This is an optimization exercise on Yosys and OpenROAD, whose aim is small area, a short achievable clock period and few clock cycles, not a production implementation.
Function was checked by simulation only, so behaviour that the tests miss may differ from the original.
Power figures rest on the tool's default switching activity, not on a simulated workload.

==> flow/design.v <==
module sympack (
    input  wire        clk,
    input  wire        rst,           
    input  wire        cmd_valid,
    output reg         cmd_ready,
    input  wire [10:0] cmd,           
    output reg         rsp_valid,
    output reg  [1:0]  rsp_status,    
    output reg  [7:0]  rsp_bytes,     
    output reg  [7:0]  rsp_terr,      
    output reg         tx_valid,
    input  wire        tx_ready,
    output reg  [7:0]  tx_data,
    output reg         tx_last,
    input  wire        ta_valid,
    input  wire        ta_err,
    input  wire [7:0]  ta_code
);
    localparam NSLOT = 111;                
    localparam NGRP  = 14;                 
    reg         rdy;                       
    reg  [6:0]  n;                         
    reg         nz;                        
    reg         n1;                        
    reg         n112;                      
    reg  [3:0]  glast;                     
    reg         ovf;                       
    reg  [3:0]  rg;                        
    reg  [8:0]  rr;                        
    reg  [9*NSLOT-1:0] ring;
    reg  [6:0]  gap;                       
    reg  [13:0] qg;                        
    reg  [7:0]  qp;                        
    reg  [8:0]  sa;                        
    reg  [8:0]  sb;
    reg  [6:0]  left;                      
    reg         lv;                        
    wire [1:0] op      = cmd[10:9];
    wire       accept  = cmd_valid && cmd_ready;
    wire       n115    = n112 && (n[3:0] == 4'd3);
    wire       nbig    = n112 && (n[3:0] != 4'd0);      
    wire       nzero   = nz;
    wire       nge2    = (n[6:1] != 6'd0);
    wire       nge3    = nge2 && !(n == 7'd2);
    wire       acc_pack  = accept && (op == 2'b00);
    wire       acc_flush = accept && (op == 2'b01);
    wire       acc_send  = acc_flush && !ovf && !nbig && !nzero;
    wire       ins     = acc_pack && !ovf && !n112 && !nz;   
    wire       take    = tx_valid && tx_ready;
    wire       hold    = tx_valid && !tx_ready;
    wire       waiting = !rdy && !tx_valid;
    wire       answer  = waiting && ta_valid;
    wire       fetch   = take && !tx_last && !rr[8];    
    wire [3:0] grps  = n[6:3] + {3'b0, (n[2:0] != 3'd0)};        
    wire [7:0] flen  = {1'b0, grps, 3'b000} + {4'b0, grps};      
    integer g, p, i;
    integer j;
    always @(posedge clk) begin
        for (j = 1; j < NSLOT; j = j + 1)
            ring[9*j +: 9] <= ring[9*(j-1) +: 9];
        ring[8:0] <= ins ? cmd[8:0] : ring[9*NSLOT-1 -: 9];
    end
    wire       sv = tx_valid ? lv : nge2;
    reg  [8:0] psym [0:7];
    reg  [8:0] rsym;
    always @(*) begin
        for (p = 0; p < 8; p = p + 1) begin
            psym[p] = 9'd0;
            for (g = 0; g < NGRP; g = g + 1)
                if (8*g + p < NSLOT)
                    psym[p] = psym[p] | ({9{qg[g]}} & ring[9*(8*g + p) +: 9]);
        end
        rsym = 9'd0;
        for (p = 0; p < 8; p = p + 1)
            rsym = rsym | ({9{qp[p] & sv}} & psym[p]);
    end
    reg  [7:0] gear;
    integer r;
    always @(*) begin
        gear = 8'd0;
        for (r = 0; r < 9; r = r + 1)
            for (i = 0; i < 8; i = i + 1)
                gear[7 - i] = gear[7 - i] | (rr[r] & ((i < r) ? sa[r - i - 1] : sb[8 - i + r]));
    end
    wire last_next = rr[8] && (rg == glast);
    always @(posedge clk) begin
        tx_data <= hold ? tx_data : (tx_valid ? gear : sa[8:1]);
        if (rst)
            tx_last <= 1'b0;
        else if (!hold)
            tx_last <= last_next && tx_valid;
    end
    always @(posedge clk) begin
        if (fetch)
            sa <= sb;
        else if (acc_pack && nz)
            sa <= cmd[8:0];
        if (fetch || (rdy && !tx_valid))
            sb <= rsym;
    end
    always @(posedge clk) begin
        if (rst || (ins && n1)) begin
            qg <= 14'd1;
            qp <= 8'd1;
        end else if (!(acc_send || fetch)) begin
            if (qg[13] && qp[6]) begin                   
                qg <= 14'd1;
                qp <= 8'd1;
            end else begin
                qp <= {qp[6:0], qp[7]};
                if (qp[7]) qg <= {qg[12:0], qg[13]};
            end
        end
    end
    always @(posedge clk) begin
        if (acc_send) begin
            left <= n - 7'd2;
            lv   <= nge3;
        end else if (fetch && lv) begin
            left <= left - 7'd1;
            lv   <= (left[6:1] != 6'd0);
        end
    end
    wire [6:0] gap_inc = (gap == 7'd110) ? 7'd0 : gap + 7'd1;
    reg        rdy_n, ovf_n;
    reg [6:0]  n_n;
    always @(*) begin
        rdy_n = rdy;
        ovf_n = ovf;
        n_n   = n;
        if (acc_send) rdy_n = 1'b0;
        if (answer) begin
            rdy_n = 1'b1;
            n_n   = 7'd0;
        end
        if (accept) begin
            case (op)
                2'b00: begin
                    if (!ovf) begin
                        if (n115) ovf_n = 1'b1;
                        else      n_n   = n + 7'd1;
                    end
                end
                2'b01: begin
                    if (!ovf && nbig) ovf_n = 1'b1;
                end
                2'b10: begin
                    n_n   = 7'd0;
                    ovf_n = 1'b0;
                end
                default: ;
            endcase
        end
    end
    wire gap_n0 = ins || (gap == 7'd110);
    wire ring_ok = nz || n1 || (gap == 7'd110) || n112 || ovf;
    wire pack_go = acc_pack && !ovf && !n115;            
    wire clr_n   = answer || (accept && op == 2'b10);
    always @(posedge clk)
        glast <= grps - 4'd1;
    always @(posedge clk) begin
        if (rst) begin
            rdy       <= 1'b1;
            cmd_ready <= 1'b1;
            n         <= 7'd0;
            nz        <= 1'b1;
            n1        <= 1'b0;
            n112      <= 1'b0;
            ovf       <= 1'b0;
            gap       <= 7'd0;
            rg        <= 4'd0;
            rr        <= 9'd1;
            tx_valid  <= 1'b0;
            rsp_valid <= 1'b0;
        end else begin
            rdy       <= rdy_n;
            n         <= n_n;
            nz        <= clr_n || (nz && !pack_go);
            n1        <= !clr_n && (n1 ? !pack_go : (nz && pack_go));
            n112      <= !clr_n && (n112 || (pack_go && n == 7'd111));
            ovf       <= ovf_n;
            gap       <= ins ? 7'd0 : gap_inc;
            cmd_ready <= answer || (rdy && !acc_send && (ring_ok || (accept && op != 2'b11)));
            rsp_valid <= (accept && !acc_send) || answer;
            if (acc_send) begin
                tx_valid <= 1'b1;
                rr       <= 9'd2;
            end
            if (take) begin
                if (tx_last) begin
                    tx_valid <= 1'b0;
                    rg <= 4'd0;
                    rr <= 9'd1;
                end else if (rr[8]) begin
                    rg <= rg + 4'd1;
                    rr <= 9'd1;
                end else begin
                    rr <= {rr[7:0], 1'b0};
                end
            end
        end
    end
    always @(posedge clk) begin
        if (answer) begin
            rsp_status <= ta_err ? 2'd2 : 2'd0;
            rsp_bytes  <= ta_err ? 8'd0 : flen;
            rsp_terr   <= ta_err ? ta_code : 8'd0;
        end else begin
            case (op)
                2'b00:   rsp_status <= (ovf || n115) ? 2'd1 : 2'd0;
                2'b01:   rsp_status <= (ovf || nbig) ? 2'd1 : 2'd0;
                2'b10:   rsp_status <= 2'd0;
                default: rsp_status <= 2'd3;
            endcase
            rsp_bytes <= 8'd0;
            rsp_terr  <= 8'd0;
        end
    end
endmodule
clock: 6.0 ns
lec_check: 0
cap_margin: 20
core_margin: 2
core_utilization: 40
cts_cluster_diameter: 60
cts_cluster_size: 20
setup_slack_margin: 3.7
slew_margin: 20
run.sh (not shown) runs the stock make flow with config.mk's settings and CLKGATE_MAP_FILE= SYNTH_SCRIPT=/design/flow/synth_recipe.tcl, a recipe that flattens the netlist after the stock synthesis.
The first run completed without violations.
Testbench counts at the start, summed over its fixed seeds: cycles 22,994.
Edit:
--- a/flow/design.v
+++ b/flow/design.v
@@ -81,17 +81,19 @@
         for (r = 0; r < 9; r = r + 1)
             for (i = 0; i < 8; i = i + 1)
                 gear[7 - i] = gear[7 - i] | (rr[r] & ((i < r) ? sa[r - i - 1] : sb[8 - i + r]));
     end
     wire last_next = rr[8] && (rg == glast);
     always @(posedge clk) begin
-        tx_data <= hold ? tx_data : (tx_valid ? gear : sa[8:1]);
-        if (rst)
+        if (rst) begin
+            tx_data <= 8'd0;
             tx_last <= 1'b0;
-        else if (!hold)
+        end else if (!hold) begin
+            tx_data <= tx_valid ? gear : sa[8:1];
             tx_last <= last_next && tx_valid;
+        end
     end
     always @(posedge clk) begin
         if (fetch)
             sa <= sb;
         else if (acc_pack && nz)
             sa <= cmd[8:0];
Outcome: The changed run passed the timing, design-rule and antenna checks; final cell count increases by 0.64%; synthesized area hardly moves; clock power goes up by 5.5%; global-route usage goes up by 0.64 points; sequential power stays flat; cell area climbs by 1.7%; clock-buffer cell count is higher by 3; maximum frequency goes down by 0.99%; clock skew hardly moves; first-iteration DRC count goes down by 17%; worst setup slack gets worse by 0.023 ns; via count is about the same.
Testbench counts after the change, summed over its fixed seeds: cycles 22,994.

## static timing again, ports no longer ideal
Ports are ideal in the flow. The routed layouts listed here were re-timed in OpenROAD. Step 1, drivers: a clkbuf_16 drives clk and a buf_2 each remaining input, both assumed. Step 2 adds t to the input delays and takes it off the output delays; t is the mean of the earliest and latest rising clock arrival at the registers after step 1. Input paths then give back, and output paths get back, about the clock's delay inside the block. Slacks: ideal / step 1 / step 2; pairs: ideal / step 1.
run	shift t [ns]	slack for setup (ns)	hold slack, ns	worst slew at a driven data input, ns
the first run	0.671	3.675 / 3.613 / 3.144	0.337 / 0.337 / 0.337	0.08
the second run	0.679	3.652 / 3.633 / 3.036	0.337 / 0.337 / 0.337	0.07
After both steps setup and hold are still met in every run listed. The setup slack of the second run, which loses most, moves by -0.019 ns with the drivers and by -0.616 ns with both steps.
